Background: an optimization exercise with open tools, aiming at small area. Do not read the settings as production practice. Only simulation tests tie the RTL to the original design; equivalence was not proved. Power and IR drop assume default switching activity.

==> inputs of run a <==
==> flow/design.v <==
module mbrtu_slave (
    input  wire        clk,
    input  wire        rst,
    input  wire [7:0]  cfg_unit,
    input  wire [15:0] di,
    input  wire        rx_valid,
    input  wire [7:0]  rx_data,
    input  wire        rx_eof,
    output reg         tx_valid,
    output reg  [7:0]  tx_data,
    input  wire        tx_ready,
    output reg         tx_dir,
    output wire        busy
);
    localparam [3:0] S_IDLE  = 4'd0,
                     S_CHK   = 4'd1,
                     S_CWAIT = 4'd2,
                     S_CMT   = 4'd3,
                     S_WINC  = 4'd4,
                     S_FIN   = 4'd5,
                     S_DIR   = 4'd6,
                     T_FC    = 4'd8,
                     T_B2    = 4'd9,
                     T_B3    = 4'd10,
                     T_B4    = 4'd11,
                     T_B5    = 4'd12,
                     T_DATA  = 4'd13,
                     T_CRCH  = 4'd14,
                     T_END   = 4'd15;
    reg [3:0]  state;
    reg [511:0] hr;
    reg [511:0] pbuf;
    reg [63:0]  coils;
    reg [63:0]  cnts;
    reg [5:0]   ph;
    reg         clr;
    reg [3:0]   inc_req;
    reg         carry;
    reg [8:0]   len;
    reg [15:0]  crc;
    reg         rxp;         
    reg [7:0]   unit;
    reg [7:0]   fc;
    reg         reg_hi_nz;   
    reg [5:0]   reg_lo;
    reg [7:0]   qhi;
    reg [7:0]   qlo;
    reg         bc_ok;       
    reg         wpend;
    reg [5:0]   bp;          
    reg [7:0]   rem;         
    reg         shf;         
    assign busy = (state != S_IDLE);
    function [15:0] crc_byte;
        input [15:0] c_in;
        input [7:0]  b;
        integer i;
        reg [15:0] c;
        begin
            c = c_in ^ {8'h00, b};
            for (i = 0; i < 8; i = i + 1)
                c = c[0] ? ((c >> 1) ^ 16'hA001) : (c >> 1);
            crc_byte = c;
        end
    endfunction
    wire fc01 = (fc == 8'h01);
    wire fc02 = (fc == 8'h02);
    wire fc03 = (fc == 8'h03);
    wire fc04 = (fc == 8'h04);
    wire fc05 = (fc == 8'h05);
    wire fc06 = (fc == 8'h06);
    wire fc0F = (fc == 8'h0F);
    wire fc10 = (fc == 8'h10);
    wire fc41 = (fc == 8'h41);
    wire bitmode = fc01 | fc02 | fc04;
    wire [15:0] q      = {qhi, qlo};
    wire        qz     = (q == 16'd0);
    wire        big    = reg_hi_nz | (qhi != 8'd0);
    wire [8:0]  end8   = {3'b0, reg_lo} + {1'b0, qlo};
    wire [11:0] c8     = {1'b0, qhi[2:0], qlo} + 12'd7;
    wire [7:0]  bcx    = fc0F ? c8[10:3] : {qlo[6:0], 1'b0};
    wire        nofit  = (rem != 8'd0) || (len == 9'd8);
    reg  [1:0]  exc;
    reg  [1:0]  d_exc;
    always @* begin
        d_exc = 2'd0;
        case (fc)
            8'h01: if (qz || q > 16'd2000) d_exc = 2'd3;
                   else if (big || end8 > 9'd64) d_exc = 2'd2;
            8'h02: if (qz || q > 16'd2000) d_exc = 2'd3;
                   else if (big || end8 > 9'd16) d_exc = 2'd2;
            8'h03: if (qz || q > 16'd125) d_exc = 2'd3;
                   else if (big || end8 > 9'd32) d_exc = 2'd2;
            8'h04: if (qz || q > 16'd125) d_exc = 2'd3;
                   else if (big || end8 > 9'd4) d_exc = 2'd2;
            8'h05: if (qlo != 8'd0 || (qhi != 8'h00 && qhi != 8'hFF)) d_exc = 2'd3;
                   else if (reg_hi_nz) d_exc = 2'd2;
            8'h06: if (reg_hi_nz || reg_lo[5]) d_exc = 2'd2;
            8'h0F: if (qz || q > 16'd1968 || !bc_ok || nofit) d_exc = 2'd3;
                   else if (big || end8 > 9'd64) d_exc = 2'd2;
            8'h10: if (qz || q > 16'd123 || !bc_ok || nofit) d_exc = 2'd3;
                   else if (big || end8 > 9'd32) d_exc = 2'd2;
            8'h41: if (qlo == 8'd0 || qlo > 8'd123) d_exc = 2'd3;
                   else if (reg_hi_nz || end8 > 9'd64) d_exc = 2'd2;
            default: d_exc = 2'd1;
        endcase
    end
    wire drop = (len[8] && len[0]) || (len < 9'd8) || (cfg_unit != 8'd0 && unit != cfg_unit);
    wire [7:0] hr_tap   = hr[7:0];
    wire [7:0] pb_tap   = ~pbuf[7:0];      
    wire       coil_tap = coils[0];
    wire       cnt_tap  = cnts[0];
    wire       wipe     = clr | rst;
    wire       byte0   = (ph[2:0] == bp[2:0]);            
    wire [2:0] ph1     = ph[2:0] + 3'd1;
    wire       byte7   = (ph1 == bp[2:0]);                
    wire cmt_on = (state == S_CMT) || (state == S_CWAIT && ph == bp);
    wire hr_we  = cmt_on && (fc06 || fc10);
    wire co_we  = cmt_on && (fc05 || fc0F);
    wire co_bit = fc05 ? qhi[0] : (byte0 ? pb_tap[0] : tx_data[0]);
    wire [7:0] hr_in   = wipe ? 8'd0 : (hr_we ? pb_tap : hr_tap);
    wire       coil_in = ~wipe & (co_we ? co_bit : coil_tap);
    wire       cin     = (ph[3:0] == 4'd0) ? inc_req[ph[5:4]] : carry;
    wire       cnt_in  = ~wipe & (cnt_tap ^ cin);
    wire       inc_done = (inc_req == 4'd0) && !carry;
    wire [5:0] wd   = bp - ph;
    wire       fire = wpend && (wd[1:0] == 2'd0);
    reg [511:0] pb_nx;
    integer m;
    always @* begin
        pb_nx = {pbuf[7:0], pbuf[511:8]};
        for (m = 0; m < 16; m = m + 1)
            pb_nx[8*((4*m + 63) % 64) +: 8] =
                (fire && wd[5:2] == m) ? (tx_data ^ {8{m[0]}})
                                       : ~pbuf[8*((4*m) % 64) +: 8];
    end
    wire       acc    = tx_valid && tx_ready;
    wire       free   = !tx_valid || tx_ready;
    wire [15:0] crc_nx = crc_byte(crc, tx_data);
    wire       bit_src = fc01 ? coil_tap : fc02 ? di[ph[3:0]] : cnt_tap;
    wire       bit_in  = (rem != 8'd0) & bit_src;
    wire [5:0] bstart  = fc04 ? (bp ^ 6'd8) : bp;
    reg [7:0] b2;
    always @* begin
        if (exc != 2'd0)      b2 = {6'd0, exc};
        else if (fc01 | fc02) b2 = {4'd0, c8[6:3]};
        else if (fc03 | fc04) b2 = {qlo[6:0], 1'b0};
        else                  b2 = 8'd0;
    end
    always @(posedge clk) begin
        ph    <= rst ? 6'd0 : ph + 6'd1;
        hr    <= {hr_in, hr[511:8]};
        pbuf  <= pb_nx;
        coils <= {coil_in, coils[63:1]};
        cnts  <= {cnt_in, cnts[63:1]};
        if (rst) begin
            clr      <= 1'b1;
            state    <= S_IDLE;
            inc_req  <= 4'd0;
            carry    <= 1'b0;
            len      <= 9'd0;
            crc      <= 16'hFFFF;
            rxp      <= 1'b0;
            wpend    <= 1'b0;
            shf      <= 1'b0;
            tx_valid <= 1'b0;
            tx_dir   <= 1'b0;
        end else begin
            if (ph == 6'd63) clr <= 1'b0;
            carry <= cnt_tap & cin;
            if (ph[3:0] == 4'd0) inc_req[ph[5:4]] <= 1'b0;
            if (fire) begin
                wpend <= 1'b0;
                bp    <= bp + (fc0F ? 6'd8 : 6'd1);
            end
            case (state)
                S_IDLE: begin
                    rxp <= rx_valid;
                    if (rxp) crc <= crc_nx;
                    if (rx_valid) begin
                        if (!(len[8] && len[0])) len <= len + 9'd1;    
                        tx_data <= rx_data;
                        case (len)
                            9'd0: unit <= rx_data;
                            9'd1: fc <= rx_data;
                            9'd2: reg_hi_nz <= (rx_data != 8'd0);
                            9'd3: begin
                                reg_lo <= rx_data[5:0];
                                if (rx_data[7:6] != 2'd0) reg_hi_nz <= 1'b1;
                                bp <= fc0F ? rx_data[5:0] : {rx_data[4:0], 1'b0};
                            end
                            9'd4: qhi <= rx_data;
                            9'd5: qlo <= rx_data;
                            9'd6: begin
                                bc_ok <= (rx_data == bcx);
                                rem   <= rx_data;
                            end
                            default: ;
                        endcase
                        if (len >= 9'd9 && rem != 8'd0) rem <= rem - 8'd1;
                        if ((fc06 && (len == 9'd4 || len == 9'd5)) ||
                            (fc0F && len >= 9'd7 && len < 9'd15) ||
                            (fc10 && len >= 9'd7 && len < 9'd71))
                            wpend <= 1'b1;
                    end else if (rx_eof) begin
                        state <= S_CHK;
                    end
                end
                S_CHK: begin
                    exc <= d_exc;
                    if (!clr) begin
                        if (drop) begin
                            inc_req[3] <= 1'b1;
                            state <= S_FIN;
                        end else if (crc != 16'd0) begin
                            inc_req[1] <= 1'b1;
                            state <= S_FIN;
                        end else begin
                            inc_req[0] <= 1'b1;
                            if (d_exc != 2'd0) begin
                                inc_req[2] <= 1'b1;
                                state <= S_WINC;
                            end else begin
                                state <= (fc05 | fc06 | fc0F | fc10) ? S_CWAIT : S_WINC;
                            end
                            case (fc)
                                8'h03, 8'h06, 8'h10: bp <= {reg_lo[4:0], 1'b0};
                                8'h04:               bp <= {reg_lo[1:0], 4'd0};
                                default:             bp <= reg_lo[5:0];
                            endcase
                            case (fc)
                                8'h03, 8'h10: rem <= {1'b0, qlo[5:0], 1'b0};
                                8'h04:        rem <= {1'b0, qlo[2:0], 4'd0};
                                8'h05:        rem <= 8'd1;
                                8'h06:        rem <= 8'd2;
                                default:      rem <= {1'b0, qlo[6:0]};
                            endcase
                        end
                    end
                end
                S_CWAIT, S_CMT: begin
                    if (cmt_on) begin
                        state <= (rem == 8'd1) ? S_WINC : S_CMT;
                        rem   <= rem - 8'd1;
                        tx_data <= byte0 ? {1'b0, pb_tap[7:1]} : {1'b0, tx_data[7:1]};
                    end
                end
                S_WINC: begin
                    if (inc_done) begin
                        tx_dir <= 1'b1;
                        state  <= S_DIR;
                    end
                end
                S_FIN: begin
                    if (inc_done) begin
                        len   <= 9'd0;
                        crc   <= 16'hFFFF;
                        state <= S_IDLE;
                    end
                end
                S_DIR: begin
                    tx_valid <= 1'b1;
                    tx_data  <= unit;
                    crc      <= 16'hFFFF;
                    state    <= T_FC;
                end
                default: begin
                    if (acc) crc <= crc_nx;
                    if (free) begin
                        if (state == T_END) begin
                            tx_valid <= 1'b0;
                            tx_dir   <= 1'b0;
                            len      <= 9'd0;
                                            crc      <= 16'hFFFF;
                            state    <= S_IDLE;
                        end else begin
                            case (state)
                                T_FC: begin
                                    tx_data <= (exc != 2'd0) ? (fc | 8'h80) : fc;
                                    state <= (fc41 && exc == 2'd0) ? T_DATA : T_B2;
                                end
                                T_B2: begin
                                    tx_data <= b2;
                                    state <= ((exc != 2'd0) | fc01 | fc02 | fc03 | fc04) ? T_DATA : T_B3;
                                end
                                T_B3: begin tx_data <= {2'b00, reg_lo}; state <= T_B4; end
                                T_B4: begin tx_data <= qhi;    state <= T_B5; end
                                T_B5: begin tx_data <= qlo;    state <= T_DATA; end
                                T_DATA: begin
                                    if ((rem == 8'd0 && !shf) || exc != 2'd0) begin
                                        tx_valid <= 1'b1;
                                        tx_data  <= crc_nx[7:0];
                                        state    <= T_CRCH;
                                    end else if (!bitmode) begin
                                        if (ph == bp) begin
                                            tx_valid <= 1'b1;
                                            tx_data  <= hr_tap;
                                            bp       <= bp + 6'd1;
                                            rem      <= rem - 8'd1;
                                        end else begin
                                            tx_valid <= 1'b0;
                                        end
                                    end else begin
                                        if (shf || ph == bstart) begin
                                            tx_data <= {bit_in, tx_data[7:1]};
                                            shf     <= !byte7;
                                            if (rem != 8'd0) rem <= rem - 8'd1;
                                            tx_valid <= byte7;
                                            if (byte7) bp <= bp + 6'd8;
                                        end else begin
                                            tx_valid <= 1'b0;
                                        end
                                    end
                                end
                                T_CRCH: begin
                                    tx_data <= crc_nx[7:0];
                                    state   <= T_END;
                                end
                                default: ;
                            endcase
                        end
                    end
                end
            endcase
        end
    end
endmodule
==> flow/flow/run.sh <==
#!/bin/bash
# Own layout flow: the standard ORFS flow with
#  - synthesis through flow/mysynth.tcl: the standard script, but ripple
#    adders and an area-oriented ABC script (flow/abc_deep.script) for the
#    combinational logic; registers are mapped as in the standard synthesis;
#  - CTS without dummy load cells, clkbuf_4 buffers in small clusters;
#  - plain buf_1 cells as the port buffers.
# ORFS writes each step's full log under orfs/logs; make's output goes to
# flow_make.log here.
set -euo pipefail
F=$PWD/flow
export MY_ABC_SCRIPT=$F/abc_deep.script
export CTS_ARGS="-sink_clustering_enable -repair_clock_nets -dont_use_dummy_load -buf_list sky130_fd_sc_hd__clkbuf_4 -sink_clustering_size 11 -sink_clustering_max_diameter 35"
export BUFFER_PORTS_ARGS="-buffer_cell sky130_fd_sc_hd__buf_1"
bash standard.sh SYNTH_SCRIPT=$F/mysynth.tcl finish > flow_make.log 2>&1
==> flow/flow/abc_deep.script <==
strash
&get -n
&deepsyn -T 60 -S 3
&put
dch -f
map -a
strash
dch -f
amap
topo
dnsize
==> flow/flow/mysynth.tcl <==
proc synth {args} { yosys synth -nofsm -noshare {*}$args }
# Area-oriented mapping of the combinational logic: ripple adders instead of
# Kogge-Stone lookahead and the platform's full-adder cells, and an ABC script
# that maps for area twice.  Registers are mapped exactly as in the standard
# synthesis.
set ::env(SYNTH_OPERATIONS_ARGS) "-booth"
if {[info exists ::env(ADDER_MAP_FILE)]} { unset ::env(ADDER_MAP_FILE) }
proc abc {args} {
  set i [lsearch -exact $args -script]
  if {$i >= 0 && [info exists ::env(MY_ABC_SCRIPT)]} { lset args [expr {$i + 1}] $::env(MY_ABC_SCRIPT) }
  yosys abc {*}$args
}
source $::env(SCRIPTS_DIR)/synth.tcl
# left out here: clear keep_hierarchy, flatten, clean up, hide names made inside functions, write 1_2_yosys.v
==> flow/standard.sh <==
#!/bin/bash
# synth_recipe.tcl (not shown) runs the flow's synth.tcl, then flattens the netlist and writes it again
# the make line also repeats each setting of config.mk as NAME=value (left out here)
make -C /OpenROAD-flow-scripts/flow DESIGN_CONFIG=/design/flow/config.mk WORK_HOME=/design/flow/orfs CLKGATE_MAP_FILE= SYNTH_SCRIPT=/design/flow/synth_recipe.tcl "${@:-finish}"
==> flow/config.mk <==
export PLATFORM = sky130hd
export DESIGN_NAME = mbrtu_slave
export DESIGN_NICKNAME = mbrtu_slave
export VERILOG_FILES = /design/flow/design.v
export SDC_FILE = /design/flow/constraint.sdc
export NUM_CORES = 8
export LEC_CHECK = 0
export CAP_MARGIN = 20
export CORE_MARGIN = 2
export CORE_UTILIZATION = 60
export PLACE_DENSITY = 0.7
export SLEW_MARGIN = 20
==> flow/constraint.sdc <==
create_clock -name core_clock -period 10.0 [get_ports {clk}]
set_input_delay 2.0000 -clock core_clock [delete_from_list [all_inputs] [get_ports {clk}]]
set_output_delay 2.0000 -clock core_clock [all_outputs]
set_load 0.01 [all_outputs]
==> inputs of run b, as changes to run a <==
GPL_ROUTABILITY_DRIVEN = 0   (was default)
GPL_TIMING_DRIVEN = 0   (was default)
==> run summary <==
* Met3 Usage GRT at 0.06164
* Initial antenna violation count at 3
* Combinational share of power at 0.100
* Mapped Area at 0.03090 mm^2
* Synth Area per Inst at 13.98 um^2
* Initial Utilization at 0.6048
* Crit path buf inv count at 3
* Synth Instances at 2,211
* Via count at 16,600
* GRT Total Usage at 0.2413
* Status: finished clean
* DR top layer: met5
* Post-DP Area at 0.03207 mm^2
* Max Fclk at 181.7 MHz
* Chip height at 230.9 um
* Seq pwr share at 0.644
* R2R Setup Slk at 4.50 ns
[end of results for run a]
==> run summary <==
* Mapped Area at 0.03091 mm^2
* Max Fclk at 157.4 MHz
* GRT Total Usage at 0.2214
* Crit path buf inv count at 4
* Synth Area per Inst at 14.00 um^2
* Post-DP Area at 0.03196 mm^2
* Initial Utilization at 0.6049
* Status: finished clean
* Via count at 17,000
[end of results for run b]

[static timing again, ports no longer ideal]
No port has a modelled driver above. Below, the same layouts with a new extraction and two added sets of constraints. Step 1, drivers: a clkbuf_16 drives clk and a buf_2 each remaining input, both assumed. Step 2 moves the port delays by t, midway between the first and last clock arrival at a register: inputs arrive t later, outputs are due t later. That takes back most of the time a late clock gives input paths. Three values: ideal ports, drivers, drivers and shift; two values: the first two.
run | t, ns | setup slack, ns | hold WS [ns] | worst setup path at the end | pins driven straight from the clock port
run a | 0.983 | 4.497 / 4.497 / 4.438 | 0.263 / 0.263 / 0.263 | input to register | 1
run b | 0.985 | 3.645 / 3.645 / 3.645 | 0.270 / 0.270 / 0.270 | register to register | 1
After both steps every run listed still meets setup and hold. The setup slack of run a, which loses most, moves by 0.000 ns with the drivers and by -0.059 ns with both steps.
